Background: an optimization exercise with open tools, aiming at small area and a short achievable clock period. Do not read the settings as production practice.
Function was checked by simulation only, so behaviour that the tests miss may differ from the original.

==> design.v <==
module nectx (
    input             clk,
    input             rst,
    input      [31:0] top,
    input             host_we,
    input      [2:0]  host_addr,
    input      [31:0] host_wdata,
    output reg [31:0] host_rdata,
    output     [31:0] carrier
);
    localparam [6:0] DUTY_DEFAULT = 7'd33;
    localparam [3:0] PH_IDLE           = 4'd0;
    localparam [3:0] PH_LEAD_MARK      = 4'd1;
    localparam [3:0] PH_LEAD_SPACE     = 4'd2;
    localparam [3:0] PH_BIT_MARK       = 4'd3;
    localparam [3:0] PH_BIT_SPACE      = 4'd4;
    localparam [3:0] PH_TRAIL_MARK     = 4'd5;
    localparam [3:0] PH_RPT_LEAD_MARK  = 4'd6;
    localparam [3:0] PH_RPT_SPACE      = 4'd7;
    localparam [3:0] PH_RPT_TRAIL_MARK = 4'd8;
    localparam [1:0] RPT_IDLE      = 2'd0;
    localparam [1:0] RPT_REPEATING = 2'd1;
    localparam [1:0] RPT_STOPPING  = 2'd2;
    localparam [7:0] OP_DECODE_RAW        = 8'h01;
    localparam [7:0] OP_ENCODE_RAW        = 8'h02;
    localparam [7:0] OP_SEND_BYTES        = 8'h03;
    localparam [7:0] OP_SEND_REPEAT_FRAME = 8'h04;
    localparam [7:0] OP_SEND              = 8'h05;
    localparam [7:0] OP_SEND_RAW          = 8'h06;
    localparam [7:0] OP_STOP_REPEAT       = 8'h07;
    localparam [7:0] OP_CONFIGURE         = 8'h08;
    localparam integer NA = 10;
    reg [31:0] cmd_arg_reg;      
    reg [7:0]  cmd_op;
    reg [6:0]  r_dur;            
    reg        r_code_v;         
    reg [23:0] r_code;           
    reg [24:0] r_decode;
    reg [3:0]  seq_phase;
    reg [4:0]  bit_idx;
    reg        seq_owner;
    reg        ill;
    reg        ovr;
    reg        busy;
    reg [1:0]  rpt_state;
    reg [6:0]  duty;
    reg [10:0] t;                
    reg [1:0]  units;            
    reg [6:0]  md;               
    reg [32:0] div_a;            
    reg [38:0] w;                
    function [5:0] dstep;
        input [4:0] r;
        input       b;
        begin
            dstep[5] = (r[4]) | (r[3] & r[2] & r[0]) | (r[3] & r[2] & r[1]) | (r[3] & r[2] & b);
            dstep[4] = (r[3] & ~r[2]) | (r[4] & r[2] & r[0]) | (r[4] & r[2] & b) | (r[4] & r[2] & r[1]) | (r[3] & ~r[1] & ~r[0] & ~b);
            dstep[3] = (~r[4] & ~r[3] & r[2]) | (r[4] & ~r[2] & b) | (r[4] & ~r[2] & r[1]) | (r[2] & ~r[1] & ~r[0] & ~b) | (r[4] & ~r[2] & r[0]);
            dstep[2] = (r[1] & r[0]) | (r[1] & b) | (r[4] & ~r[1] & ~r[0] & ~b) | (~r[4] & ~r[2] & r[1]) | (~r[4] & ~r[3] & r[1]);
            dstep[1] = (r[0] & b) | (r[4] & ~r[0] & ~b) | (~r[4] & ~r[3] & r[0]) | (r[3] & ~r[2] & r[0]) | (r[3] & r[2] & r[1] & ~r[0] & ~b);
            dstep[0] = (r[4] & ~b) | (~r[4] & ~r[2] & b) | (~r[4] & ~r[3] & b) | (r[3] & r[2] & r[0] & ~b) | (r[3] & r[2] & r[1] & ~b);
        end
    endfunction
    function [32:0] stage_a;     
        input [31:0] tp;
        reg   [4:0]  r;
        reg   [5:0]  s;
        integer      k;
        begin
            r = {1'b0, tp[31:28]};       
            stage_a = 33'd0;
            for (k = 4; k < NA; k = k + 1) begin
                s = dstep(r, tp[31 - k]);
                stage_a[32 - (k - 4)] = s[5];
                r = s[4:0];
            end
            stage_a[32 - (NA - 4) -: 5] = r;
            stage_a[31 - NA:0]          = tp[31 - NA:0];
        end
    endfunction
    function [38:0] stage_b;     
        input [32:0] da;
        reg   [4:0]  r;
        reg   [5:0]  s;
        integer      k;
        begin
            stage_b = 39'd0;
            stage_b[38 -: NA - 4] = da[32 -: NA - 4];
            r = da[32 - (NA - 4) -: 5];
            for (k = NA; k < 43; k = k + 1) begin
                s = dstep(r, (k < 32) ? da[31 - k] : 1'b0);
                stage_b[42 - k] = s[5];
                r = s[4:0];
            end
        end
    endfunction
    wire [32:0] n_div_a = stage_a(top);
    wire [38:0] n_w     = stage_b(div_a);
    always @(posedge clk) begin
        div_a <= n_div_a;
        w     <= n_w;
    end
    wire [9:0] md_ext = {2'b00, md, 1'b0};
    reg  [39:0] bth [0:3];       
    reg  [3:0]  bneg;
    reg         b_one, b_two;
    integer     j;
    always @(*) begin
        for (j = 0; j < 4; j = j + 1) begin
            b_one   = md_ext[2*j+1] ^ md_ext[2*j];
            b_two   = (md_ext[2*j+2] & ~md_ext[2*j+1] & ~md_ext[2*j]) |
                      (~md_ext[2*j+2] & md_ext[2*j+1] & md_ext[2*j]);
            bneg[j] = md_ext[2*j+2];
            bth[j]  = (({40{b_one}} & {1'b0, w}) | ({40{b_two}} & {w, 1'b0})) ^ {40{bneg[j]}};
        end
    end
    wire [47:0] row0 = {6'b0, ~bneg[0], bneg[0], bneg[0], bth[0]};
    wire [47:0] row1 = {5'b0, 1'b1, ~bneg[1], bth[1], 1'b0, bneg[0]};
    wire [47:0] row2 = {3'b0, 1'b1, ~bneg[2], bth[2], 1'b0, bneg[1], 2'b0};
    wire [47:0] row3 = {2'b0, 1'b1, bth[3], 1'b0, bneg[2], 4'b0};
    wire [47:0] row4 = {41'b0, md};
    function [95:0] csa;         
        input [47:0] x, y, z;
        begin
            csa[47:0]  = x ^ y ^ z;
            csa[95:48] = {(x[46:0] & y[46:0]) | (x[46:0] & z[46:0]) | (y[46:0] & z[46:0]), 1'b0};
        end
    endfunction
    wire [95:0] cs1 = csa(row0, row1, row2);
    wire [95:0] cs2 = csa(cs1[47:0], cs1[95:48], row3);
    wire [95:0] cs3 = csa(cs2[47:0], cs2[95:48], row4);
    wire [47:0] sx = cs3[47:0];
    wire [47:0] sy = cs3[95:48];
    reg  [47:0] prod;
    reg  [6:0]  blk0, blk1;
    reg         cy;
    integer     bk;
    always @(*) begin
        cy = 1'b0;
        prod = 48'd0;
        for (bk = 0; bk < 48; bk = bk + 6) begin
            blk0 = {1'b0, sx[bk +: 6]} + {1'b0, sy[bk +: 6]};
            blk1 = {1'b0, sx[bk +: 6]} + {1'b0, sy[bk +: 6]} + 7'd1;
            prod[bk +: 6] = cy ? blk1[5:0] : blk0[5:0];
            cy = cy ? blk1[6] : blk0[6];
        end
    end
    assign carrier = prod[44:13];
    wire mark_nz = |carrier;
    always @(*) begin
        case (host_addr)
            3'd0:    host_rdata = cmd_arg_reg;
            3'd1:    host_rdata = {24'd0, cmd_op};
            3'd2:    host_rdata = {16'd0, bit_idx, seq_phase, seq_owner, ovr, ill,
                                   mark_nz, rpt_state, busy};
            3'd3:    host_rdata = {21'd0, r_dur, |r_dur, 3'd0};
            3'd4:    host_rdata = {r_code_v ? ~r_code[23:16] : 8'd0, r_code};
            3'd5:    host_rdata = {7'd0, r_decode};
            3'd6:    host_rdata = {25'd0, duty};
            default: host_rdata = 32'd0;
        endcase
    end
    wire [31:0] a     = cmd_arg_reg;
    wire [7:0]  op    = host_wdata[7:0];
    wire        wr0   = host_we && (host_addr == 3'd0);
    wire        wr1   = host_we && (host_addr == 3'd1);
    wire        wr2   = host_we && (host_addr == 3'd2);
    wire        issue = wr1 && !busy;
    wire a_z     = (a == 32'd0);
    wire a_hi8z  = (a[31:24] == 8'd0);
    wire a_hi7z  = (a[31:25] == 7'd0);
    wire a_hi24z = (a[31:8] == 24'd0);
    wire dec_valid = (a[23:16] == ~a[31:24]);
    reg legal;
    always @(*) begin
        case (op)
            OP_DECODE_RAW, OP_SEND_BYTES, OP_SEND_RAW: legal = 1'b1;
            OP_ENCODE_RAW:                        legal = a_hi8z;
            OP_SEND_REPEAT_FRAME, OP_STOP_REPEAT: legal = a_z;
            OP_SEND:                              legal = a_hi7z;
            OP_CONFIGURE:                         legal = a_hi24z;
            default:                              legal = 1'b0;
        endcase
    end
    wire join_issue = issue && legal &&
                      (op == OP_SEND_BYTES || op == OP_SEND_REPEAT_FRAME ||
                       op == OP_SEND || op == OP_STOP_REPEAT ||
                       (op == OP_SEND_RAW && dec_valid));
    wire raw_inval  = issue && (op == OP_SEND_RAW) && !dec_valid;
    wire cfg_now    = issue && (op == OP_CONFIGURE) && a_hi24z;
    wire [6:0] cfg_val = (a[7:0] >= 8'd1 && a[7:0] <= 8'd100) ? a[6:0] : DUTY_DEFAULT;
    wire [6:0] n_d     = cfg_now ? cfg_val : duty;       
    wire [7:0] n_op    = issue ? op : cmd_op;
    wire [15:0] dec_addr = (a[15:8] == ~a[7:0]) ? {8'd0, a[7:0]} : a[15:0];
    wire [7:0]  enc_high = (a[15:8] == 8'd0) ? ~a[7:0] : a[15:8];
    wire        is_bytes = ~cmd_op[2];
    wire [7:0]  f_mid    = (!is_bytes && a[15:8] == 8'd0) ? ~a[7:0] : a[15:8];
    wire [7:0]  f_hi     = is_bytes ? a[31:24] : ~a[23:16];
    wire [31:0] frame    = {f_hi, a[23:16], f_mid, a[7:0]};
    wire        fbit     = frame[bit_idx];
    wire active = (seq_phase != PH_IDLE);
    wire bnd    = (t[2:0] == 3'd0);
    reg  ivl_end;
    always @(*) begin
        case (seq_phase)
            PH_LEAD_MARK, PH_RPT_LEAD_MARK: ivl_end = t[7];            
            PH_LEAD_SPACE:                  ivl_end = t[7] & t[6];     
            PH_BIT_MARK, PH_TRAIL_MARK:     ivl_end = bnd;
            PH_BIT_SPACE:                   ivl_end = bnd && (units == 2'd0);
            PH_RPT_SPACE:                   ivl_end = t[5];            
            PH_RPT_TRAIL_MARK:              ivl_end = t[3];            
            default:                        ivl_end = 1'b0;
        endcase
    end
    wire frame_end = ivl_end && (seq_phase == PH_TRAIL_MARK || seq_phase == PH_RPT_TRAIL_MARK);
    wire fg_end    = frame_end && !seq_owner;
    wire bg_busy   = seq_owner && active && !frame_end;
    wire start_rpt = fg_end && (cmd_op == OP_SEND) && a[24];
    reg [1:0] rpt1;
    always @(*) begin
        rpt1 = rpt_state;
        if (join_issue && rpt_state == RPT_REPEATING) rpt1 = RPT_STOPPING;
        if (start_rpt)                                rpt1 = RPT_REPEATING;
        if (rpt1 == RPT_STOPPING && !bg_busy)         rpt1 = RPT_IDLE;
    end
    wire joining   = join_issue || (busy && rpt_state == RPT_STOPPING);
    wire join_done = joining && (rpt1 == RPT_IDLE);
    wire fg_start  = join_done && (n_op != OP_STOP_REPEAT);
    wire fire      = (rpt1 == RPT_REPEATING) && !active && t[10] && t[9] && t[4] && t[3] && t[2];
    reg [3:0] n_phase;
    reg [4:0] n_bit;
    reg [1:0] n_units;
    reg [6:0] n_md;
    reg [10:0] n_t;
    reg       n_owner;
    always @(*) begin
        n_phase = seq_phase;
        n_bit   = bit_idx;
        n_units = units;
        n_md    = md;
        n_t     = t + 11'd1;
        n_owner = seq_owner;
        if (ivl_end) begin
            case (seq_phase)
                PH_LEAD_MARK:     begin n_phase = PH_LEAD_SPACE; n_md = 7'd0; end
                PH_LEAD_SPACE:    begin n_phase = PH_BIT_MARK;   n_md = n_d;  end
                PH_BIT_MARK:      begin n_phase = PH_BIT_SPACE;  n_md = 7'd0;
                                        n_units = fbit ? 2'd2 : 2'd0; end
                PH_BIT_SPACE: begin
                    n_md = n_d;
                    if (bit_idx != 5'd31) begin n_phase = PH_BIT_MARK; n_bit = bit_idx + 5'd1; end
                    else                        n_phase = PH_TRAIL_MARK;
                end
                PH_RPT_LEAD_MARK: begin n_phase = PH_RPT_SPACE;      n_md = 7'd0; end
                PH_RPT_SPACE:     begin n_phase = PH_RPT_TRAIL_MARK; n_md = n_d;  end
                default:          begin n_phase = PH_IDLE;           n_md = 7'd0; end
            endcase
        end else if (seq_phase == PH_BIT_SPACE && bnd) begin
            n_units = units - 2'd1;
        end
        if (fg_start) begin
            n_owner = 1'b0;
            n_phase = (n_op == OP_SEND_REPEAT_FRAME) ? PH_RPT_LEAD_MARK : PH_LEAD_MARK;
            n_bit   = 5'd0;
            n_md    = n_d;
            n_t     = 11'd1;
        end
        if (fire) begin
            n_owner = 1'b1;
            n_phase = PH_RPT_LEAD_MARK;
            n_bit   = 5'd0;
            n_md    = n_d;
            n_t     = 11'd1;
        end
    end
    always @(posedge clk) begin
        t     <= n_t;
        units <= n_units;
    end
    always @(posedge clk) begin
        if (rst) begin
            cmd_arg_reg <= 32'd0;
            cmd_op      <= 8'd0;
            r_dur       <= 7'd0;
            r_code_v    <= 1'b0;
            r_code      <= 24'd0;
            r_decode    <= 25'd0;
            seq_phase   <= PH_IDLE;
            bit_idx     <= 5'd0;
            seq_owner   <= 1'b0;
            ill         <= 1'b0;
            ovr         <= 1'b0;
            busy        <= 1'b0;
            rpt_state   <= RPT_IDLE;
            duty        <= DUTY_DEFAULT;
            md          <= 7'd0;
        end else begin
            if (wr0 && !busy) cmd_arg_reg <= host_wdata;
            if ((wr0 || wr1) && busy) ovr <= 1'b1;
            else if (wr2)             ovr <= ovr & ~host_wdata[5];
            if (issue && !legal) ill <= 1'b1;
            else if (wr2)        ill <= ill & ~host_wdata[4];
            if (issue) cmd_op <= op;
            if (issue && op == OP_DECODE_RAW)
                r_decode <= {dec_valid, a[23:16], dec_addr};
            if (issue && op == OP_ENCODE_RAW && a_hi8z) begin
                r_code_v <= 1'b1;
                r_code   <= {a[23:16], enc_high, a[7:0]};
            end
            if (cfg_now) duty <= cfg_val;
            if (raw_inval)   r_dur <= 7'd0;
            else if (fg_end) r_dur <= t[10:4];
            busy      <= (busy || join_issue) && !fg_end && !(join_done && n_op == OP_STOP_REPEAT);
            rpt_state <= rpt1;
            seq_phase <= n_phase;
            bit_idx   <= n_bit;
            seq_owner <= n_owner;
            md        <= n_md;
        end
    end
endmodule
==> run.sh <==
#!/bin/bash
# synth_recipe.tcl (not shown) runs the flow's synth.tcl, then flattens the netlist and writes it again
# the make line also repeats each setting of config.mk as NAME=value (left out here)
make -C /OpenROAD-flow-scripts/flow DESIGN_CONFIG=/design/flow/config.mk WORK_HOME=/design/flow/orfs CLKGATE_MAP_FILE= SYNTH_SCRIPT=/design/flow/synth_recipe.tcl finish
==> config.mk <==
export PLATFORM = sky130hd
export DESIGN_NAME = nectx
export DESIGN_NICKNAME = nectx
export VERILOG_FILES = /design/flow/design.v
export SDC_FILE = /design/flow/constraint.sdc
export NUM_CORES = 4
export LEC_CHECK = 0
export ABC_AREA = 1
export CAP_MARGIN = 20
export CORE_MARGIN = 2
export CORE_UTILIZATION = 40
export SLEW_MARGIN = 20
==> constraint.sdc <==
create_clock -name core_clock -period 40.0 [get_ports {clk}]
set_input_delay 8.0000 -clock core_clock [delete_from_list [all_inputs] [get_ports {clk}]]
set_output_delay 8.0000 -clock core_clock [all_outputs]
set_load 0.01 [all_outputs]
==> impl_metrics.py, run 1 <==
metrics = {
    "setup_path": {
        "crit_fanout": 18,
        "endpoint_kind": "output pin",
        "reg2regPathDepth": 124,
        "cp_data_arrival_time_ps": 10780,
        "r2r_end": "w[0]",
        "cp-start-kind": "input pin",
        "crit_required_ps": 32000,
        "rr_startpoint": "div_a[21]",
        "crit_type": "in2out",
        "r2r_setup_slack_ps": 27020,
    },
    "place": {
        "placed_area_um2": 23990,
        "gp_congestion": 0.9121,
        "place_ws_ps": 21270,
        "hpwl_mm": 45.19,
        "port_buffers": 133,
    },
    "synth": {
        "ys_ff_latch": 211,
        "synth_top_family_by_area": "simple AND/OR/NAND/NOR gates",
        "synth_area_per_cell_um2": 6.636,
        "synthCells": 3315,
        "synth_mux_area_share_pct": 0.09100,
        "synth-edff-count": 2,
        "syn-num-nets": 3571,
        "ys_seq_area_share_pct": 19.29,
        "ys.flop_type": "dfxtp_1",
        "syn_area_um2": 22000,
        "synthArstFlopShare_pct": 0,
        "synth_compound_area_share_pct": 18.14,
        "synthAdderAreaFrac_pct": 13.62,
        "synth_cell_types": 60,
        "synth_xor_area_share_pct": 7.326,
        "synth_warnings": 2,
        "synthSimpleGateAreaFrac_pct": 29.62,
    },
    "clock_tree": {
        "cts-root-buf": "clkbuf_16",
        "hold_buffers": 0,
        "clk_latency_ps": 570,
        "clk_pin_slew_worst_paths_ps": 60,
        "cts_made_buffers": 27,
        "clock-sinks": 211,
        "post-cts-setup-buffers": 0,
        "cts_max_level": 1,
        "ctsResizeCount": 0,
        "cts_buffer_depth": 3,
        "cts_tree": "built",
    },
    "timing": {
        "fin_ws_ps": 21220,
        "rsz0062_at_grt": "false",
        "fmax_ghz": 0.05326,
        "worst_hold_slack_ps": 325.4,
        "slew_headroom_pct": 31.77,
        "hold_viol_final": 0,
        "period_needed_ps": 18780,
        "timing.final.crit_share_pct": 46.94,
        "finalClockSkew_ps": 8.096,
        "tns_ps": 0,
        "worst_pin_slew_ps": 1022,
        "final-max-slew-violation-count": 0,
        "setup_viol": 0,
    },
    "finish": {
        "fin_nets": 3658,
        "area_delta_synth_final_pct": 13.07,
        "num-fill-cells": 5599,
        "fin_area_um2": 24870,
        "drive_gt1_share_pct": 11.40,
        "largest_register_ffs": 39,
        "diodes": 0,
        "fin_util_pct": 45.95,
    },
    "worst_hold_path": {
        "min_to": "w[35]",
        "hold_class": "reg2reg",
        "whs_path_depth": 0,
        "hp-start": "div_a[29]",
    },
    "detailed_routing": {
        "drt-total-wl_mm": 59.33,
        "vias": 21320,
        "detailedRoute.firstPassIterationCount": 5,
        "wire_per_inst_um": 14.41,
        "drtIter0Drc": 1369,
        "postRouteAntennaNets": 0,
        "viasPerCell": 5.176,
        "remaining_drc_errors": 0,
    },
    "global_routing": {
        "grt_pass1_wl_mm": 99.55,
        "first_global_vias": 20020,
        "grtUsageTotal_pct": 20.81,
        "grt_max_degree": 78,
        "grt-ovfl-total": 0,
        "grt_use_met3_pct": 2.725,
        "grt_busiest_layer": "met2",
        "antenna_found_initial": 0,
        "use_met2_pct": 34.00,
        "grtUsageMet1_pct": 29.08,
    },
    "floorplanning": {
        "die_h_um": 238.5,
        "io_pins": 134,
        "chipWidth_um": 238.5,
        "core.rowCount": 85,
        "coreArea_um2": 54130,
        "dieArea_um2": 56890,
        "start_util_pct": 40.64,
    },
    "run": {
        "cap_violations": 0,
    },
    "status": {
        "run_status": "no timing/DRC/antenna violations",
    },
}
-- cell usage in the layout (no fill, tap or decap), types with 7 or more instances in the layout --
master / n
nand2_1: 627
inv_1: 528
nand3_1: 215
dfxtp_1: 209
nor2_1: 201
a21oi_1: 180
o22ai_1: 168
o21ai_0: 166
xor2_1: 156
nand2_2: 140
clkdlybuf4s50_1: 133
ha_1: 97
fa_1: 89
inv_2: 60
nand4_1: 35
nor3_1: 33
xnor2_1: 28
clkbuf_16: 27
nand3_2: 26
nor2_2: 22
nor4_1: 20
nand2_4: 18
a211oi_1: 16
o21ai_2: 16
buf_4: 16
o221ai_1: 14
o21ai_1: 14
a21oi_2: 13
o2111ai_1: 12
o211ai_1: 9
a221oi_1: 9
o21a_1: 8
a31oi_1: 7
or2_2: 7
a21o_1: 7
inv_4: 7
-- cell families (layout without fill, tap and decap cells) --
family	count (synthesis)	in the layout
and+or+nand+nor	1374	1374
buffers and inverters	691	798
AOI/OAI and AO/OA	667	667
DFF	211	211
adders and majority gates	186	186
xor gates and xnor gates	184	184
muxes	2	2
-- layout make-up --
cell class / instances / area, um^2 / share of cell area [%]
tap: 696 / 870.8 / 3.501
multi-input combinational: 2413 / 15160 / 60.94
clock inverter: 13 / 130.1 / 0.5231
clock buffer: 36 / 749.5 / 3.013
sequential: 211 / 4244 / 17.06
timing repair buffer: 149 / 1451 / 5.835
inverter: 600 / 2270 / 9.125
-- layer usage --
metal  up-vias  wire length, um
li1      11060                -
met1      9700            28270
met4         0             1371
met3        74             3039
met2       486            26650
met5         -                0
-- per-stage QoR --
step	std cells
after floorplan	3315
after global placement	4069
after detailed placement	4069
after CTS	4118
after global routing	4118
final	4118
-- critical path, stage by stage --
cell             delay [ps]
clkdlybuf4s50_1         560
nor2_1                  100
nand2_1                 600
inv_1                   400
a221oi_1                400
o221ai_1                190
clkdlybuf4s50_1         510
-- how the worst max path moves through the flow --
stage / startpoint / end / slack, ps / cells past startpoint
floorplan: host_addr[2] / host_rdata[8] / 22720 / 6
global placement: host_addr[2] / host_rdata[2] / 21260 / 7
detailed placement: host_addr[2] / host_rdata[2] / 21270 / 7
CTS: host_addr[2] / host_rdata[2] / 21270 / 7
global route: host_addr[1] / host_rdata[4] / 21070 / 7
finish: host_addr[1] / host_rdata[0] / 21220 / 7
-- cells in the mapped netlist, types with 70 or more instances --
library cell | n | area [um^2]
a21oi_1 | 181 | 905.9
clkbuf_1 | 70 | 262.8
dfxtp_1 | 209 | 4184
fa_1 | 89 | 1782
ha_1 | 97 | 1214
inv_1 | 531 | 1993
nand2_1 | 628 | 2357
nand2_2 | 139 | 869.6
nand3_1 | 216 | 1081
nor2_1 | 201 | 754.5
o21ai_0 | 166 | 830.8
o22ai_1 | 168 | 1051
xor2_1 | 156 | 1366
==> run 2, diff against run 1 <==
==> flow/run.sh (new file) <==
#!/bin/bash
# The standard layout (the standard.sh: standard synthesis, floorplan,
# placement, CTS, routing), except that the port buffers are buf_2 cells
# instead of the default clkdlybuf4s50_1 delay cells.
set -euo pipefail
export BUFFER_PORTS_ARGS="-buffer_cell sky130_fd_sc_hd__buf_2"
bash standard.sh finish > standard.log 2>&1
==> standard.sh (new file) <==
#!/bin/bash
# synth_recipe.tcl (not shown) runs the flow's synth.tcl, then flattens the netlist and writes it again
# the make line also repeats each setting of config.mk as NAME=value (left out here)
make -C /OpenROAD-flow-scripts/flow DESIGN_CONFIG=/design/flow/config.mk WORK_HOME=/design/flow/orfs CLKGATE_MAP_FILE= SYNTH_SCRIPT=/design/flow/synth_recipe.tcl "${@:-finish}"
removed: run.sh
==> impl_metrics.py, run 2 <==
metrics = {
    "finish": {
        "final_cell_mix": "nand2_1 (628), inv_1 (529), nand3_1 (215)",
        "diodes": 0,
        "fin_nets": 3659,
        "area_delta_synth_final_pct": 10.04,
        "num-fill-cells": 5618,
        "multi_input_comb_area_um2": 15160,
        "regArea_um2": 4244,
        "fin_area_um2": 24210,
        "largest_register_ffs": 39,
        "drive_gt1_share_pct": 15.21,
        "fin_util_pct": 44.72,
        "layout_commonest_cell": "nand2_1",
    },
    "clock_tree": {
        "cts-root-buf": "clkbuf_16",
        "cts_tree": "built",
        "clk_pin_slew_worst_paths_ps": 50,
        "clock-sinks": 211,
        "post-cts-setup-buffers": 0,
        "cts_buffer_depth": 3,
        "clk_latency_ps": 580,
        "cts_made_buffers": 27,
        "cts_max_level": 1,
        "ctsResizeCount": 0,
        "hold_buffers": 0,
    },
    "synth": {
        "ys_seq_area_share_pct": 19.29,
        "synth-edff-count": 2,
        "synth_cell_types": 60,
        "synth.largest_area_cell": "dfxtp_1",
        "ys_top_cells_by_count": "nand2_1 (628), inv_1 (531), nand3_1 (216)",
        "synthArstFlopShare_pct": 0,
        "ys_ff_latch": 211,
        "syn-num-nets": 3571,
        "yosysTopAreaCellShare_pct": 19.02,
        "synth_area_per_cell_um2": 6.636,
        "synthCells": 3315,
        "syn_area_um2": 22000,
        "synth_warnings": 2,
        "synth_most_common_cell": "nand2_1",
        "ys.flop_type": "dfxtp_1",
        "synth.area.top_cells": "dfxtp_1 (19%), nand2_1 (11%), inv_1 (9.1%), fa_1 (8.1%), xor2_1 (6.2%)",
    },
    "setup_path": {
        "cp_data_arrival_time_ps": 9980,
        "crit_required_ps": 32000,
        "crit_type": "in2out",
        "cp-start-kind": "input pin",
        "endpoint_kind": "output pin",
        "crit_fanout": 18,
    },
    "floorplanning": {
        "io_pins": 134,
        "coreArea_um2": 54130,
        "start_util_pct": 40.64,
        "core.rowCount": 85,
        "chipWidth_um": 238.5,
        "die_h_um": 238.5,
        "dieArea_um2": 56890,
    },
    "place": {
        "hpwl_mm": 44.96,
        "placed_area_um2": 23330,
        "gp_congestion": 0.9107,
        "port_buffers": 133,
    },
    "timing": {
        "rsz0062_at_grt": "false",
        "finalClockSkew_ps": 16.84,
        "period_needed_ps": 17980,
        "tns_ps": 0,
        "setup_viol": 0,
        "timing.final.crit_share_pct": 44.95,
        "final-max-slew-violation-count": 0,
        "fmax_ghz": 0.05562,
        "slew_headroom_pct": 27.47,
        "hold_viol_final": 0,
        "worst_pin_slew_ps": 1087,
    },
    "run": {
        "cap_violations": 0,
    },
    "worst_hold_path": {
        "hold_class": "reg2reg",
    },
    "detailed_routing": {
        "vias": 21020,
        "drtIter0Drc": 1219,
        "postRouteAntennaNets": 0,
        "wire_per_inst_um": 14.11,
        "viasPerCell": 5.108,
        "drt-total-wl_mm": 58.05,
        "remaining_drc_errors": 0,
        "detailedRoute.firstPassIterationCount": 5,
    },
    "global_routing": {
        "grt-ovfl-total": 0,
        "antenna_found_initial": 1,
        "grtUsageTotal_pct": 20.28,
        "grt_pass1_wl_mm": 97.22,
        "grt_max_degree": 78,
        "first_global_vias": 19510,
    },
    "status": {
        "run_status": "no timing/DRC/antenna violations",
    },
}
[run 2: cell counts after synthesis]
No cell type changed its count.
[run 2: stage by stage]
stage	hold WS [ps]	instances	setup slack [ps]
6_report	324.4	4115	22020
4_1_cts	326.2	4115	22080
3_5_place_dp	313.2	4070	22050
3_3_place_gp	310.8	4070	22110
5_1_grt	337.2	4115	21660
2_1_floorplan	309.6	3315	22720
[run 2: final timing paths]
path | cells after the start | end | start | slack (ps)
min | 0 | w[34] | div_a[28] | 320
min reg2reg | 0 | w[34] | div_a[28] | 320
max | 7 | host_rdata[0] | host_addr[1] | 22020
max reg2reg | 128 | w[0] | div_a[21] | 26970
[run 2: layout make-up]
cell class              instances  area share, %
repair buffers                150          3.277
multi-input cells            2413          62.61
flip-flops and latches        211          17.53
inverters                     600          9.376
clock buffers                  34          3.065
clock inverters                11         0.5479
well taps                     696          3.597
[run 2: logic make-up (layout without fill, tap and decap cells)]
| logic type | Yosys count | count (layout) | synth area share (%) |
|---|---|---|---|
| muxes | 2 | 2 | 0.09101 |
| adders and majority gates | 186 | 186 | 13.62 |
| buffers and inverters | 691 | 795 | 11.92 |
| xor gates and xnor gates | 184 | 184 | 7.326 |
| and+or+nand+nor | 1374 | 1374 | 29.62 |
| DFF | 211 | 211 | 19.29 |
| AOI/OAI and AO/OA | 667 | 667 | 18.14 |
[run 2: worst max-delay path, cell delays in order]
cell	delay (ps)
buf_2	130
nor2_1	70
nand2_1	590
inv_1	410
a221oi_1	420
o221ai_1	190
buf_2	170
[run 2: routing by layer]
metal | up-vias | track usage, % | share of wire [%]
li1 | 11030 | - | -
met1 | 9524 | 27.97 | 48
met2 | 395 | 33.79 | 46
met3 | 68 | 2.991 | 4.9
met4 | 2 | 3.807 | 1.7
met5 | - | 0 | 0.022
==> run 3, diff against run 2 <==
==> flow/run.sh (replaced) <==
#!/bin/bash
# The standard layout (the standard.sh: standard synthesis, floorplan,
# placement, CTS, routing), except that the port buffers are buf_2 cells
# instead of the default clkdlybuf4s50_1 delay cells, and the resizer's
# setup repair aims for 23 ns of slack at the 40 ns clock (a 17 ns
# period) instead of 0, so it also sizes up the paths that set the
# achieved period.
set -euo pipefail
export BUFFER_PORTS_ARGS="-buffer_cell sky130_fd_sc_hd__buf_2"
export SETUP_SLACK_MARGIN=23
bash standard.sh finish > standard.log 2>&1
==> impl_metrics.py, run 3 <==
metrics = {
    "detailed_routing": {
        "remaining_drc_errors": 0,
        "postRouteAntennaNets": 0,
        "detailedRoute.firstPassIterationCount": 5,
        "viasPerCell": 5.220,
        "drtIter0Drc": 1549,
        "vias": 21720,
        "wire_per_inst_um": 14.76,
        "drt-total-wl_mm": 61.41,
    },
    "synth": {
        "synth_xor_area_share_pct": 7.326,
        "syn_area_um2": 22000,
        "synth_most_common_cell": "nand2_1",
        "synth_cell_types": 60,
        "ys_seq_area_share_pct": 19.29,
        "synth_compound_area_share_pct": 18.14,
        "synthSimpleGateAreaFrac_pct": 29.62,
        "synth_top_family_by_area": "simple AND/OR/NAND/NOR gates",
        "synthArstFlopShare_pct": 0,
        "synth_area_per_cell_um2": 6.636,
        "synth.area.top_cells": "dfxtp_1 (19%), nand2_1 (11%), inv_1 (9.1%), fa_1 (8.1%), xor2_1 (6.2%)",
        "synthCells": 3315,
        "yosysTopAreaCellShare_pct": 19.02,
        "ys_top_cells_by_count": "nand2_1 (628), inv_1 (531), nand3_1 (216)",
        "synth-edff-count": 2,
        "synthAdderAreaFrac_pct": 13.62,
        "synth_mux_area_share_pct": 0.09100,
        "ys_ff_latch": 211,
        "ys.flop_type": "dfxtp_1",
        "syn-num-nets": 3571,
        "synth.largest_area_cell": "dfxtp_1",
        "synth_warnings": 2,
    },
    "floorplanning": {
        "core.rowCount": 85,
        "die_h_um": 238.5,
        "chipWidth_um": 238.5,
        "start_util_pct": 40.64,
        "io_pins": 134,
        "dieArea_um2": 56890,
        "coreArea_um2": 54130,
    },
    "global_routing": {
        "grt_pass1_wl_mm": 101.0,
        "first_global_vias": 20200,
        "grtUsageTotal_pct": 21.15,
        "grt-ovfl-total": 0,
        "grt_max_degree": 78,
        "antenna_found_initial": 0,
    },
    "finish": {
        "final_cells": 4161,
        "fin_util_pct": 46.79,
        "regArea_um2": 4253,
        "fin_nets": 3700,
        "num-fill-cells": 5509,
        "largest_register_ffs": 39,
        "drive_gt1_share_pct": 18.61,
        "fin_area_um2": 25330,
        "layout_commonest_cell": "nand2_1",
        "diodes": 0,
        "area_delta_synth_final_pct": 15.15,
        "final_cell_mix": "nand2_1 (607), inv_1 (520), nand3_1 (214)",
        "multi_input_comb_area_um2": 15650,
    },
    "timing": {
        "final-max-slew-violation-count": 0,
        "hold_viol_final": 0,
        "setup_viol": 0,
        "worst_pin_slew_ps": 1022,
        "timing.final.crit_share_pct": 43.38,
        "tns_ps": 0,
        "rsz0062_at_grt": "true",
        "finalClockSkew_ps": 16.83,
        "slew_headroom_pct": 31.80,
        "fin_ws_ps": 22650,
        "period_needed_ps": 17350,
        "fmax_ghz": 0.05764,
    },
    "setup_path": {
        "crit_fanout": 5,
        "cp-start-kind": "input pin",
        "crit_required_ps": 32000,
        "crit_type": "in2out",
        "endpoint_kind": "output pin",
        "cp_data_arrival_time_ps": 9350,
    },
    "clock_tree": {
        "clk_pin_slew_worst_paths_ps": 50,
        "clock-sinks": 211,
        "cts_buffer_depth": 3,
        "clk_latency_ps": 580,
        "cts_tree": "built",
        "cts_made_buffers": 27,
        "cts-root-buf": "clkbuf_16",
        "hold_buffers": 0,
        "cts_max_level": 1,
    },
    "place": {
        "place_inst": 4070,
        "hpwl_mm": 44.90,
        "place_ws_ps": 22100,
        "port_buffers": 133,
        "placed_area_um2": 23340,
        "gp_congestion": 0.9116,
    },
    "worst_hold_path": {
        "hold_class": "reg2reg",
    },
    "status": {
        "run_status": "no timing/DRC/antenna violations",
    },
    "run": {
        "cap_violations": 0,
    },
}
run 3: cell counts after synthesis:
No cell type changed its count.
run 3: final timing paths:
kind | from | cells after the start | end | slack (ps)
worst max-delay path | host_addr[2] | 9 | host_rdata[1] | 22650
worst min-delay path | div_a[28] | 0 | w[34] | 320
worst min register to register | div_a[28] | 0 | w[34] | 320
worst max register to register | div_a[21] | 120 | w[0] | 27050
run 3: cells by family (layout without fill, tap and decap cells):
logic type / after synthesis / after routing
AND/OR/NAND/NOR: 1374 / 1375
flip-flops: 211 / 211
buffers and inverters: 691 / 840
adder cells (fa/ha/maj): 186 / 186
multiplexers: 2 / 2
AO/OA/AOI/OAI: 667 / 667
XOR/XNOR: 184 / 184
run 3: per-layer routing:
layer / vias to the layer above / GRT usage [%] / wire length, um
li1: 11120 / - / -
met1: 9937 / 28.80 / 28450
met2: 550 / 34.83 / 27880
met3: 115 / 3.118 / 3414
met4: 0 / 5.871 / 1672
met5: - / 0 / 0
run 3: per-stage QoR:
step,hold slack [ps]
floorplan,309.6
global placement,311.6
detailed placement,315.3
CTS,326.0
global route,326.3
finish,322.8
run 3: repair_timing:
action	4_1_cts	5_1_grt
cloned	4	1
pin swaps	17	17
endpoints found under the setup margin	32	32
buffers inserted	27	9
gates resized for setup	91	68
run 3: cell type report:
class,count,area share (%)
Clock buffer,40,3.018
Inverter,600,9.029
Sequential cell,211,16.79
Timing Repair Buffer,190,5.340
Clock inverter,10,0.5878
Multi-Input combinational cell,2414,61.80
Tap cell,696,3.438
run 3: worst max-delay path: stages:
cell and delay, ps:
buf_12 80, clkinvlp_4 100, buf_6 130, nand2_4 80, buf_12 120, clkinvlp_4 150
a221oi_2 350, o221ai_1 170, buf_2 170
==> run 4, diff against run 3 <==
==> flow/run.sh (replaced) <==
#!/bin/bash
# The standard layout (the standard.sh: standard synthesis, floorplan,
# placement, CTS, routing), except that the port buffers are buf_2 cells
# instead of the default clkdlybuf4s50_1 delay cells, and the resizer's
# setup repair aims for 22.5 ns of slack at the 40 ns clock (a 17.5 ns
# period) instead of 0, so it also sizes up the paths that set the
# achieved period.
set -euo pipefail
export BUFFER_PORTS_ARGS="-buffer_cell sky130_fd_sc_hd__buf_2"
export SETUP_SLACK_MARGIN=22.5
bash standard.sh finish > standard.log 2>&1
==> impl_metrics.py, run 4 <==
metrics = {
    "synth": {
        "syn_area_um2": 22000,
        "syn-num-nets": 3571,
        "synth_cell_types": 60,
        "synthArstFlopShare_pct": 0,
        "synth-edff-count": 2,
        "synth_area_per_cell_um2": 6.636,
        "yosysTopAreaCellShare_pct": 19.02,
        "ys_ff_latch": 211,
        "ys_top_cells_by_count": "nand2_1 (628), inv_1 (531), nand3_1 (216)",
        "synthCells": 3315,
        "ys.flop_type": "dfxtp_1",
        "synth.largest_area_cell": "dfxtp_1",
        "synth_warnings": 2,
        "ys_seq_area_share_pct": 19.29,
        "synth.area.top_cells": "dfxtp_1 (19%), nand2_1 (11%), inv_1 (9.1%), fa_1 (8.1%), xor2_1 (6.2%)",
        "synth_most_common_cell": "nand2_1",
    },
    "place": {
        "placed_area_um2": 23330,
        "hpwl_mm": 44.96,
        "port_buffers": 133,
        "gp_congestion": 0.9107,
    },
    "global_routing": {
        "first_global_vias": 19500,
        "grtUsageTotal_pct": 20.28,
        "antenna_found_initial": 1,
        "grt_max_degree": 78,
        "grt_pass1_wl_mm": 97.23,
        "grt-ovfl-total": 0,
    },
    "run": {
        "cap_violations": 0,
    },
    "setup_path": {
        "cp_data_arrival_time_ps": 9370,
        "crit_type": "in2out",
        "endpoint_kind": "output pin",
        "crit_fanout": 18,
        "cp-start-kind": "input pin",
        "crit_required_ps": 32000,
    },
    "detailed_routing": {
        "wire_per_inst_um": 14.13,
        "viasPerCell": 5.124,
        "vias": 21090,
        "remaining_drc_errors": 0,
        "drtIter0Drc": 1295,
        "drt-total-wl_mm": 58.15,
        "postRouteAntennaNets": 0,
        "detailedRoute.firstPassIterationCount": 5,
    },
    "timing": {
        "fmax_ghz": 0.05758,
        "period_needed_ps": 17370,
        "rsz0062_at_grt": "true",
        "hold_viol_final": 0,
        "slew_headroom_pct": 28.23,
        "tns_ps": 0,
        "final-max-slew-violation-count": 0,
        "timing.final.crit_share_pct": 43.42,
        "worst_pin_slew_ps": 1075,
        "finalClockSkew_ps": 15.27,
        "setup_viol": 0,
    },
    "worst_hold_path": {
        "hold_class": "reg2reg",
    },
    "clock_tree": {
        "cts_tree": "built",
        "cts-root-buf": "clkbuf_16",
        "clk_pin_slew_worst_paths_ps": 50,
        "cts_buffer_depth": 3,
        "cts_made_buffers": 27,
        "clock-sinks": 211,
        "clk_latency_ps": 570,
        "cts_max_level": 1,
    },
    "finish": {
        "final_cell_mix": "nand2_1 (627), inv_1 (528), nand3_1 (215)",
        "largest_register_ffs": 39,
        "fin_area_um2": 24290,
        "drive_gt1_share_pct": 15.47,
        "diodes": 0,
        "fin_nets": 3660,
        "layout_commonest_cell": "nand2_1",
        "area_delta_synth_final_pct": 10.41,
        "num-fill-cells": 5615,
    },
    "floorplanning": {
        "chipWidth_um": 238.5,
        "dieArea_um2": 56890,
        "die_h_um": 238.5,
        "coreArea_um2": 54130,
        "io_pins": 134,
        "core.rowCount": 85,
        "start_util_pct": 40.64,
    },
    "status": {
        "run_status": "no timing/DRC/antenna violations",
    },
}
==> run 4: repair_timing <==
item,4_1_cts,5_1_grt
endpoints found under the setup margin,11,6
hold buffers,0,0
resized for setup,3,18
pin swaps,0,1
buffers inserted,0,1
==> run 4: logic make-up (layout without fill, tap and decap cells) <==
logic type               count (synthesis)  after routing  synth area share [%]
AND/OR/NAND/NOR                       1374           1374                 29.62
buffers and inverters                  691            796                 11.92
AO/OA/AOI/OAI                          667            667                 18.14
flip-flops                             211            211                 19.29
adder cells (fa/ha/maj)                186            186                 13.62
XOR/XNOR                               184            184                 7.326
multiplexers                             2              2               0.09101
==> run 4: final cells by class <==
class | instances | area (um^2) | share of cell area, %
clock buffer | 34 | 742.0 | 3.055
clock inverter | 11 | 132.6 | 0.5460
inverter | 600 | 2273 | 9.360
multi-input combinational | 2413 | 15190 | 62.53
sequential | 211 | 4252 | 17.50
tap | 696 | 870.8 | 3.585
timing repair buffer | 151 | 832.0 | 3.426
==> run 4: per-layer routing <==
layer | routed length, um | global-route usage, % | up-vias | share of wire (%)
li1 | - | - | 11040 | -
met1 | 27570 | 27.97 | 9575 | 47
met2 | 26700 | 33.80 | 405 | 46
met3 | 2852 | 2.991 | 69 | 4.9
met4 | 1013 | 3.807 | 2 | 1.7
met5 | 13 | 0 | - | 0.022
==> run 4: critical path, stage by stage <==
cell and delay [ps]:
buf_2 130, nor2_1 90, nand2_4 240, clkinvlp_4 210, a221oi_1 330, o221ai_1 180, buf_2 170
==> run 4: stage by stage <==
stage,worst slack (ps),utilization (%),hold WS (ps),std cells
2_1_floorplan,22720,-,309.6,3315
3_3_place_gp,22110,43.10,310.8,4070
3_5_place_dp,22050,43.10,313.2,4070
4_1_cts,22520,44.74,326.2,4115
5_1_grt,22460,44.87,337.2,4116
6_report,22630,44.87,324.4,4116
==> run 4: path summary, 6_finish.rpt <==
check,startpoint,end,slack (ps),cells past startpoint
worst max-delay path,host_addr[1],host_rdata[0],22630,7
worst min-delay path,div_a[28],w[34],320,0
worst max register to register,div_a[21],w[0],26980,128
worst min register to register,div_a[28],w[34],320,0
==> run 5, diff against run 4 <==
--- a/design.v
+++ b/design.v
@@ -29,7 +29,6 @@
     localparam [7:0] OP_SEND_RAW          = 8'h06;
     localparam [7:0] OP_STOP_REPEAT       = 8'h07;
     localparam [7:0] OP_CONFIGURE         = 8'h08;
-    localparam integer NA = 10;
     reg [31:0] cmd_arg_reg;      
     reg [7:0]  cmd_op;
     reg [6:0]  r_dur;            
@@ -61,44 +60,29 @@
             dstep[0] = (r[4] & ~b) | (~r[4] & ~r[2] & b) | (~r[4] & ~r[3] & b) | (r[3] & r[2] & r[0] & ~b) | (r[3] & r[2] & r[1] & ~b);
         end
     endfunction
-    function [32:0] stage_a;     
-        input [31:0] tp;
-        reg   [4:0]  r;
-        reg   [5:0]  s;
-        integer      k;
+    localparam integer NB = 20;
+    function [NB + 4:0] dblock;  
+        input [4:0]    r0;
+        input [NB-1:0] bits;
+        reg   [4:0]    r;
+        reg   [5:0]    st;
+        integer        k;
         begin
-            r = {1'b0, tp[31:28]};       
-            stage_a = 33'd0;
-            for (k = 4; k < NA; k = k + 1) begin
-                s = dstep(r, tp[31 - k]);
-                stage_a[32 - (k - 4)] = s[5];
-                r = s[4:0];
+            r = r0;
+            for (k = 0; k < NB; k = k + 1) begin
+                st = dstep(r, bits[NB - 1 - k]);
+                dblock[NB + 4 - k] = st[5];
+                r = st[4:0];
             end
-            stage_a[32 - (NA - 4) -: 5] = r;
-            stage_a[31 - NA:0]          = tp[31 - NA:0];
+            dblock[4:0] = r;
         end
     endfunction
-    function [38:0] stage_b;     
-        input [32:0] da;
-        reg   [4:0]  r;
-        reg   [5:0]  s;
-        integer      k;
-        begin
-            stage_b = 39'd0;
-            stage_b[38 -: NA - 4] = da[32 -: NA - 4];
-            r = da[32 - (NA - 4) -: 5];
-            for (k = NA; k < 43; k = k + 1) begin
-                s = dstep(r, (k < 32) ? da[31 - k] : 1'b0);
-                stage_b[42 - k] = s[5];
-                r = s[4:0];
-            end
-        end
-    endfunction
-    wire [32:0] n_div_a = stage_a(top);
-    wire [38:0] n_w     = stage_b(div_a);
+    wire [4:0]      blk_r   = rst ? {1'b0, top[31:28]} : div_a[12:8];
+    wire [NB-1:0]   blk_in  = rst ? top[27:8] : {div_a[7:0], 12'd0};
+    wire [NB + 4:0] blk_out = dblock(blk_r, blk_in);
     always @(posedge clk) begin
-        div_a <= n_div_a;
-        w     <= n_w;
+        if (rst) div_a <= {blk_out, top[7:0]};
+        w <= {div_a[32:13], blk_out[NB + 4 -: 19]};
     end
     wire [9:0] md_ext = {2'b00, md, 1'b0};
     reg  [39:0] bth [0:3];       
==> impl_metrics.py, run 5 <==
metrics = {
    "status": {
        "run_status": "no timing/DRC/antenna violations",
    },
    "global_routing": {
        "antenna_found_initial": 0,
        "grt_max_degree": 80,
        "grtUsageTotal_pct": 21.27,
        "first_global_vias": 19130,
        "grt_pass1_wl_mm": 94.70,
        "grt-ovfl-total": 0,
    },
    "synth": {
        "synth_top_family_by_area": "simple AND/OR/NAND/NOR gates",
        "syn-num-nets": 3232,
        "synthCells": 2976,
        "synth.area.top_cells": "dfxtp_1 (17%), nand2_1 (11%), fa_1 (8.7%), inv_1 (8.4%), xor2_1 (6.5%)",
        "synth.largest_area_cell": "dfxtp_1",
        "ys.flop_type": "dfxtp_1",
        "synth_warnings": 2,
        "synth-edff-count": 35,
        "synth_mux_area_share_pct": 0,
        "synth_area_per_cell_um2": 6.912,
        "ys_seq_area_share_pct": 22.24,
        "synthArstFlopShare_pct": 0,
        "ys_ff_latch": 211,
        "synth_most_common_cell": "nand2_1",
        "synth_cell_types": 56,
        "synth_xor_area_share_pct": 7.622,
        "synthAdderAreaFrac_pct": 14.56,
        "synthSimpleGateAreaFrac_pct": 27.40,
        "yosysTopAreaCellShare_pct": 17.13,
        "ys_top_cells_by_count": "nand2_1 (613), inv_1 (463), nand3_1 (184)",
        "syn_area_um2": 20570,
        "synth_compound_area_share_pct": 16.73,
    },
    "setup_path": {
        "cp_data_arrival_time_ps": 9430,
        "endpoint_kind": "output pin",
        "r2r_setup_slack_ps": 30830,
        "crit_type": "in2out",
        "path_cells": "buf_2 > inv_1 > nor3_2 > buf_4 > nand2_1 > o21ai_0 > a221oi_1 > nand2_1 > buf_2",
        "cpPeakStageDelay_ps": 340,
        "rr_startpoint": "div_a[12]",
        "r2r_end": "div_a[10]",
        "reg2regPathDepth": 86,
        "crit_fanout": 25,
        "cp-start-kind": "input pin",
        "crit_required_ps": 32000,
        "cp_slowest_cell": "buf_4",
    },
    "clock_tree": {
        "cts_tree": "built",
        "cts_made_buffers": 26,
        "hold_buffers": 0,
        "clock-sinks": 211,
        "clk_pin_slew_worst_paths_ps": 70,
        "cts-root-buf": "clkbuf_16",
        "clk_latency_ps": 570,
        "cts_max_level": 1,
        "cts_buffer_depth": 3,
    },
    "place": {
        "hpwl_mm": 44.29,
        "gp_congestion": 0.8930,
        "place_inst": 3714,
        "port_buffers": 133,
    },
    "detailed_routing": {
        "remaining_drc_errors": 0,
        "vias": 19990,
        "postRouteAntennaNets": 0,
        "drt-total-wl_mm": 58.14,
        "viasPerCell": 5.308,
        "drtIter0Drc": 1326,
        "wire_per_inst_um": 15.43,
        "detailedRoute.firstPassIterationCount": 5,
    },
    "timing": {
        "period_needed_ps": 17430,
        "setup_viol": 0,
        "worst_pin_slew_ps": 743.9,
        "slew_headroom_pct": 50.40,
        "timing.final.crit_share_pct": 43.57,
        "final-max-slew-violation-count": 0,
        "finalClockSkew_ps": 33.65,
        "tns_ps": 0,
        "fmax_ghz": 0.05738,
        "hold_viol_final": 0,
        "rsz0062_at_grt": "true",
    },
    "worst_hold_path": {
        "min_to": "w[21]",
        "hold_class": "reg2reg",
        "whs_path_depth": 0,
        "hp-start": "div_a[15]",
    },
    "finish": {
        "largest_register_ffs": 39,
        "layout_commonest_cell": "nand2_1",
        "final_cell_mix": "nand2_1 (605), inv_1 (462), nand3_1 (179)",
        "multi_input_comb_area_um2": 13810,
        "area_delta_synth_final_pct": 12.25,
        "final_cells": 3767,
        "drive_gt1_share_pct": 15.03,
        "num-fill-cells": 5292,
        "diodes": 0,
        "fin_nets": 3323,
        "regArea_um2": 4583,
    },
    "floorplanning": {
        "io_pins": 134,
        "coreArea_um2": 51090,
        "dieArea_um2": 53250,
        "core.rowCount": 83,
        "chipWidth_um": 230.8,
        "die_h_um": 230.8,
        "start_util_pct": 40.26,
    },
    "run": {
        "cap_violations": 0,
    },
}
run 5: cell families (layout without fill, tap and decap cells):
logic type / Yosys count / in the layout
compound gates: 579 / 579
xor+xnor: 179 / 179
fa+ha+maj: 186 / 186
buf+inv: 609 / 720
flops: 211 / 211
simple gates: 1212 / 1212
run 5: per-stage QoR:
step	hold slack [ps]	setup WS (ps)	utilization, %	cell area, um^2
finish	335.1	22570	45.19	23090
CTS	331.9	22520	44.65	22820
floorplan	323.3	22990	-	20570
global placement	325.2	22010	42.74	21840
global route	342.8	22450	45.19	23090
detailed placement	326.9	21920	42.74	21840
run 5: how the worst max path moves through the flow:
stage                       startpoint             to  slack, ps
after floorplan           host_addr[2]  host_rdata[4]      22990
after global placement    host_addr[1]  host_rdata[8]      22010
after detailed placement  host_addr[1]  host_rdata[8]      21920
after CTS                        md[1]  host_rdata[3]      22520
after global routing               rst      div_a[13]      22450
final                     host_addr[2]  host_rdata[6]      22570
run 5: area by class of cell:
class / instances / share of cell area [%]
clock buffers: 33 / 3.148
clock inverters: 15 / 0.9429
inverters: 514 / 8.426
multi-input cells: 2156 / 59.83
flip-flops and latches: 211 / 19.85
well taps: 680 / 3.685
repair buffers: 158 / 4.118
run 5: routing by layer:
metal	routed length [um]	global-route usage, %
met1	26580	29.00
met2	27250	35.61
met3	3063	2.396
met5	0	0
met4	1254	5.665
run 5: worst max-delay path: cells and delay by family:
kind | cells | cell delay [ps]
buffers and inverters | 4 | 810
and+or+nand+nor | 3 | 340
AOI/OAI and AO/OA | 2 | 270
run 5: timing repair:
| action | in CTS | in global routing |
|---|---|---|
| setup endpoints to repair | 32 | 11 |
| gates cloned | 0 | 2 |
| resized for setup | 8 | 51 |
| setup buffers | 0 | 2 |
| pin swaps | 0 | 9 |
==> run 6, diff against run 5 <==
--- a/design.v
+++ b/design.v
@@ -116,21 +116,21 @@
     wire [47:0] sx = cs3[47:0];
     wire [47:0] sy = cs3[95:48];
     reg  [47:0] prod;
-    reg  [6:0]  blk0, blk1;
+    reg  [16:0] blk0, blk1;
     reg         cy;
     integer     bk;
     always @(*) begin
         cy = 1'b0;
         prod = 48'd0;
-        for (bk = 0; bk < 48; bk = bk + 6) begin
-            blk0 = {1'b0, sx[bk +: 6]} + {1'b0, sy[bk +: 6]};
-            blk1 = {1'b0, sx[bk +: 6]} + {1'b0, sy[bk +: 6]} + 7'd1;
-            prod[bk +: 6] = cy ? blk1[5:0] : blk0[5:0];
-            cy = cy ? blk1[6] : blk0[6];
+        for (bk = 0; bk < 48; bk = bk + 16) begin
+            blk0 = {1'b0, sx[bk +: 16]} + {1'b0, sy[bk +: 16]};
+            blk1 = {1'b0, sx[bk +: 16]} + {1'b0, sy[bk +: 16]} + 17'd1;
+            prod[bk +: 16] = cy ? blk1[15:0] : blk0[15:0];
+            cy = cy ? blk1[16] : blk0[16];
         end
     end
     assign carrier = prod[44:13];
-    wire mark_nz = |carrier;
+    wire mark_nz = (|md && |w[38:13]) || |prod[19:13];
     always @(*) begin
         case (host_addr)
             3'd0:    host_rdata = cmd_arg_reg;
--- a/config.mk
+++ b/config.mk
@@ -8,5 +8,5 @@
 export ABC_AREA = 1
 export CAP_MARGIN = 20
 export CORE_MARGIN = 2
-export CORE_UTILIZATION = 40
+export CORE_UTILIZATION = 55
 export SLEW_MARGIN = 20
==> impl_metrics.py, run 6 <==
metrics = {
    "status": {
        "run_status": "no timing/DRC/antenna violations",
    },
    "finish": {
        "fin_area_um2": 22600,
        "num-fill-cells": 3487,
        "fin_nets": 3301,
        "regArea_um2": 4576,
        "drive_gt1_share_pct": 14.85,
        "diodes": 0,
        "fin_util_pct": 61.88,
        "multi_input_comb_area_um2": 13710,
        "layout_commonest_cell": "nand2_1",
        "largest_register_ffs": 39,
        "area_delta_synth_final_pct": 11.31,
        "final_cells": 3538,
        "final_cell_mix": "nand2_1 (601), inv_1 (407), nand3_1 (188)",
    },
    "clock_tree": {
        "cts_buffer_depth": 3,
        "cts-root-buf": "clkbuf_16",
        "clk_pin_slew_worst_paths_ps": 60,
        "cts_made_buffers": 25,
        "cts_max_level": 1,
        "hold_buffers": 0,
        "cts_tree": "built",
        "clock-sinks": 211,
        "clk_latency_ps": 560,
    },
    "floorplanning": {
        "dieArea_um2": 38470,
        "die_h_um": 196.1,
        "start_util_pct": 55.59,
        "core.rowCount": 70,
        "chipWidth_um": 196.1,
        "coreArea_um2": 36520,
        "io_pins": 134,
    },
    "timing": {
        "finalClockSkew_ps": 25.18,
        "slew_headroom_pct": 44.78,
        "fin_ws_ps": 22540,
        "tns_ps": 0,
        "rsz0062_at_grt": "true",
        "fmax_ghz": 0.05727,
        "worst_pin_slew_ps": 822.8,
        "worst_hold_slack_ps": 336.5,
        "period_needed_ps": 17460,
        "timing.final.crit_share_pct": 43.65,
        "setup_viol": 0,
        "hold_viol_final": 0,
        "final-max-slew-violation-count": 0,
    },
    "synth": {
        "synth_warnings": 2,
        "ys_top_cells_by_count": "nand2_1 (615), inv_1 (412), nand3_1 (189)",
        "yosysTopAreaCellShare_pct": 17.35,
        "synth_area_per_cell_um2": 6.873,
        "synthArstFlopShare_pct": 0,
        "synth.area.top_cells": "dfxtp_1 (17%), nand2_1 (11%), fa_1 (8.3%), inv_1 (7.6%), xor2_1 (7.0%)",
        "synth_cell_types": 59,
        "syn-num-nets": 3202,
        "ys_seq_area_share_pct": 22.53,
        "synth-edff-count": 35,
        "synth.largest_area_cell": "dfxtp_1",
        "synth_most_common_cell": "nand2_1",
        "ys_ff_latch": 211,
        "synthCells": 2954,
        "syn_area_um2": 20300,
        "ys.flop_type": "dfxtp_1",
    },
    "setup_path": {
        "cp_data_arrival_time_ps": 9460,
        "crit_fanout": 19,
        "r2r_setup_slack_ps": 30820,
        "path_buf_inv": 4,
        "path_cells": "buf_2 > inv_2 > nor3_4 > buf_4 > nand2_1 > o211ai_1 > buf_2",
        "cp_slowest_cell": "nor3_4",
        "reg2regPathDepth": 88,
        "path_delay_family": "buffers and inverters",
        "cp-start-kind": "input pin",
        "crit_type": "in2out",
        "cpPeakStageDelay_ps": 380,
        "crit_required_ps": 32000,
        "critPathMostFrequentCell": "buf_2",
        "endpoint_kind": "output pin",
        "r2r_end": "div_a[9]",
        "rr_startpoint": "div_a[12]",
    },
    "global_routing": {
        "grt-ovfl-total": 0,
        "grt_max_degree": 86,
        "grt_pass1_wl_mm": 89.83,
        "grtUsageTotal_pct": 28.10,
        "first_global_vias": 18300,
        "antenna_found_initial": 0,
    },
    "place": {
        "place_inst": 3476,
        "place_ws_ps": 22000,
        "hpwl_mm": 40.97,
        "port_buffers": 133,
        "placed_area_um2": 21310,
        "gp_congestion": 0.9046,
    },
    "detailed_routing": {
        "viasPerCell": 5.636,
        "detailedRoute.firstPassIterationCount": 5,
        "drtIter0Drc": 1487,
        "vias": 19940,
        "postRouteAntennaNets": 0,
        "wire_per_inst_um": 16.08,
        "drt-total-wl_mm": 56.89,
        "remaining_drc_errors": 0,
    },
    "worst_hold_path": {
        "min_to": "w[38]",
        "hold_class": "reg2reg",
        "hp-start": "div_a[32]",
        "whs_path_depth": 0,
    },
    "run": {
        "cap_violations": 0,
    },
}
run 6: cell count changes in the layout (fill, tap and decap cells not counted), sizes merged, moves of 8 or more:
cell,change
o221ai,-11
nor2,+15
clkinv,+21
a211oi,-8
nand3b,+10
nor3,+13
xor2,+9
inv,-55
a221oi,+9
o21ai,-17
a21oi,+18
run 6: worst max-delay path by stage:
stage / to / slack [ps] / cells after the start / from
after global routing: host_rdata[3] / 22490 / 9 / host_addr[0]
final: host_rdata[17] / 22540 / 7 / host_addr[2]
after global placement: host_rdata[3] / 22250 / 9 / host_addr[1]
after detailed placement: div_a[9] / 22000 / 87 / rst
after floorplan: host_rdata[4] / 22730 / 6 / host_addr[2]
after CTS: host_rdata[10] / 22460 / 8 / host_addr[2]
run 6: metal layers:
layer	share of wire (%)	GRT usage, %
met2	44	45.27
met1	46	39.69
met3	7.9	4.934
met4	2.0	5.584
met5	0	0
run 6: cell families after synthesis:
group,Yosys count,share of synthesized area (%)
AND/OR/NAND/NOR,1229,27.58
buffers and inverters,580,11.02
AO/OA/AOI/OAI,569,16.71
flip-flops,211,22.53
XOR/XNOR,184,7.937
adder cells (fa/ha/maj),178,14.08
multiplexers,3,0.1479
run 6: repair_timing:
action / 4_1_cts / 5_1_grt
endpoints found under the setup margin: 20 / 28
setup buffers: 4 / 6
pin swaps: 0 / 18
gates cloned: 1 / 7
gates resized for setup: 5 / 63
run 6: layout make-up:
type	instances	area share, %
well taps	468	2.591
multi-input cells	2163	60.65
clock buffers	36	3.178
repair inverters	3	0.1329
flip-flops and latches	211	20.25
inverters	482	8.161
repair buffers	167	4.761
clock inverters	8	0.2768
==> run 7, diff against run 6 <==
--- a/config.mk
+++ b/config.mk
@@ -8,5 +8,5 @@
 export ABC_AREA = 1
 export CAP_MARGIN = 20
 export CORE_MARGIN = 2
-export CORE_UTILIZATION = 55
+export CORE_UTILIZATION = 40
 export SLEW_MARGIN = 20
==> impl_metrics.py, run 7 <==
metrics = {
    "detailed_routing": {
        "vias": 20010,
        "remaining_drc_errors": 0,
        "postRouteAntennaNets": 0,
        "drtIter0Drc": 1270,
        "detailedRoute.firstPassIterationCount": 7,
        "wire_per_inst_um": 15.80,
        "drt-total-wl_mm": 59.22,
        "viasPerCell": 5.338,
    },
    "finish": {
        "fin_util_pct": 45.68,
        "area_delta_synth_final_pct": 12.89,
        "final_cell_mix": "nand2_1 (611), inv_1 (409), nand3_1 (187)",
        "final_cells": 3749,
        "fin_nets": 3307,
        "largest_register_ffs": 39,
        "layout_commonest_cell": "nand2_1",
        "diodes": 0,
        "drive_gt1_share_pct": 14.75,
    },
    "setup_path": {
        "cp-start-kind": "input pin",
        "cp_data_arrival_time_ps": 9480,
        "endpoint_kind": "output pin",
        "rr_startpoint": "div_a[12]",
        "crit_fanout": 12,
        "crit_required_ps": 32000,
        "crit_type": "in2out",
        "startpoint": "host_addr[2]",
    },
    "global_routing": {
        "grt_pass1_wl_mm": 94.74,
        "antenna_found_initial": 0,
        "grt_max_degree": 86,
        "grtUsageTotal_pct": 21.39,
        "first_global_vias": 19350,
        "grt-ovfl-total": 0,
    },
    "floorplanning": {
        "io_pins": 134,
        "coreArea_um2": 50170,
        "core.rowCount": 82,
        "chipWidth_um": 229.3,
        "dieArea_um2": 52580,
        "start_util_pct": 40.47,
        "die_h_um": 229.3,
    },
    "synth": {
        "synth.area.top_cells": "dfxtp_1 (17%), nand2_1 (11%), fa_1 (8.3%), inv_1 (7.6%), xor2_1 (7.0%)",
        "syn-num-nets": 3202,
        "synth_xor_area_share_pct": 7.937,
        "syn_area_um2": 20300,
        "synth_cell_types": 59,
        "ys.flop_type": "dfxtp_1",
        "ys_top_cells_by_count": "nand2_1 (615), inv_1 (412), nand3_1 (189)",
        "ys_ff_latch": 211,
        "synth-edff-count": 35,
        "synth_compound_area_share_pct": 16.71,
        "synth_area_per_cell_um2": 6.873,
        "ys_seq_area_share_pct": 22.53,
        "synth_most_common_cell": "nand2_1",
        "synthCells": 2954,
        "synth_top_family_by_area": "simple AND/OR/NAND/NOR gates",
        "yosysTopAreaCellShare_pct": 17.35,
        "synth_mux_area_share_pct": 0.1479,
        "synth_warnings": 2,
        "synth.largest_area_cell": "dfxtp_1",
        "synthArstFlopShare_pct": 0,
        "synthAdderAreaFrac_pct": 14.08,
        "synthSimpleGateAreaFrac_pct": 27.58,
    },
    "timing": {
        "setup_viol": 0,
        "worst_hold_slack_ps": 336.2,
        "rsz0062_at_grt": "true",
        "fmax_ghz": 0.05721,
        "hold_viol_final": 0,
        "tns_ps": 0,
        "slew_headroom_pct": 33.79,
        "final-max-slew-violation-count": 0,
        "worst_pin_slew_ps": 990.9,
        "finalClockSkew_ps": 31.24,
        "timing.final.crit_share_pct": 43.70,
        "period_needed_ps": 17480,
    },
    "worst_hold_path": {
        "hp-start": "div_a[15]",
        "hold_class": "reg2reg",
    },
    "place": {
        "place_inst": 3679,
        "gp_congestion": 0.8893,
        "port_buffers": 133,
        "hpwl_mm": 42.73,
    },
    "run": {
        "cap_violations": 0,
    },
    "clock_tree": {
        "clk_latency_ps": 560,
        "cts-root-buf": "clkbuf_16",
        "cts_made_buffers": 25,
        "clk_pin_slew_worst_paths_ps": 60,
        "cts_max_level": 1,
        "clock-sinks": 211,
        "cts_tree": "built",
        "cts_buffer_depth": 3,
    },
    "status": {
        "run_status": "no timing/DRC/antenna violations",
    },
}
-- run 7: cell type report --
type,count,area (um^2)
clock buffers,33,705.7
clock inverters,12,98.84
fillers,5092,27250
inverters,482,1848
multi-input cells,2164,13710
flip-flops and latches,211,4574
well taps,672,840.8
repair buffers,172,1115
repair inverters,3,30.03
-- run 7: critical path: stages --
cell and delay, ps:
clkbuf_4 210, clkinvlp_4 210, nor3_4 280, buf_2 380, nand2_1 110, o221ai_1 100, buf_2 170
-- run 7: timing repair --
action                                  CTS  global route
endpoints found under the hold margin     0             0
hold buffers                              0             0
cloned                                    1             8
resized for setup                         7            48
pin swaps                                 0            11
buffers inserted                          3            13
endpoints found under the setup margin   25            21
-- run 7: final timing paths --
kind | to | slack (ps) | cells past startpoint
worst min register to register | w[21] | 340 | 0
worst min-delay path | w[21] | 340 | 0
worst max-delay path | host_rdata[24] | 22520 | 7
worst max register to register | div_a[11] | 30840 | 95
-- run 7: layer usage --
metal,global-route usage [%],vias to the layer above,share of wire (%)
li1,-,9900,-
met1,29.60,9433,46
met2,35.92,605,46
met3,1.967,74,6.0
met4,5.154,0,1.7
met5,0,-,0
-- run 7: stage by stage --
stage | instance area [um^2] | setup WS (ps)
after floorplan | 20300 | 22730
after global placement | 21550 | 22000
after detailed placement | 21580 | 21920
after CTS | 22450 | 22510
after global routing | 22920 | 22460
final | 22920 | 22520
-- run 7: cell families (layout without fill, tap and decap cells) --
logic type / count (synthesis) / in the layout
XOR/XNOR: 184 / 184
flip-flops: 211 / 211
AO/OA/AOI/OAI: 569 / 569
buffers and inverters: 580 / 702
adder cells (fa/ha/maj): 178 / 178
AND/OR/NAND/NOR: 1229 / 1230
multiplexers: 3 / 3

## port drivers added, routing unchanged
Ports are ideal in the flow. The routed layouts listed here were re-timed in OpenROAD. Step 1, drivers: a clkbuf_16 drives clk and a buf_2 each remaining input, both assumed. Step 2 moves the port delays by t, midway between the first and last clock arrival at a register: inputs arrive t later, outputs are due t later. That takes back most of the time a late clock gives input paths. Slacks: ideal ports / drivers / drivers and shift; pairs: ideal ports / drivers.
| run | shift t [ns] | setup WS [ns] | hold WS [ns] | latest minus earliest clock arrival (ns) | worst data-port slew with drivers (ns) |
|---|---|---|---|---|---|
| run 1 | 0.624 | 21.223 / 21.201 / 21.201 | 0.325 / 0.325 / 0.325 | 0.011 / 0.010 | 0.06 |
| run 2 | 0.625 | 22.020 / 22.000 / 22.000 | 0.324 / 0.324 / 0.324 | 0.017 / 0.017 | 0.05 |
| run 3 | 0.636 | 22.650 / 22.577 / 22.577 | 0.323 / 0.323 / 0.323 | 0.022 / 0.022 | 0.07 |
| run 4 | 0.624 | 22.634 / 22.614 / 22.614 | 0.324 / 0.324 / 0.324 | 0.016 / 0.016 | 0.05 |
| run 5 | 0.603 | 22.573 / 22.546 / 22.546 | 0.335 / 0.335 / 0.335 | 0.040 / 0.039 | 0.09 |
| run 6 | 0.597 | 22.540 / 22.517 / 22.517 | 0.336 / 0.336 / 0.336 | 0.027 / 0.027 | 0.23 |
| run 7 | 0.595 | 22.522 / 22.480 / 22.480 | 0.336 / 0.336 / 0.336 | 0.035 / 0.035 | 0.23 |
After both steps setup and hold are still met in every run listed. For run 3, which loses most, drivers alone change the setup slack by -0.073 ns; drivers and shift together by -0.073 ns.
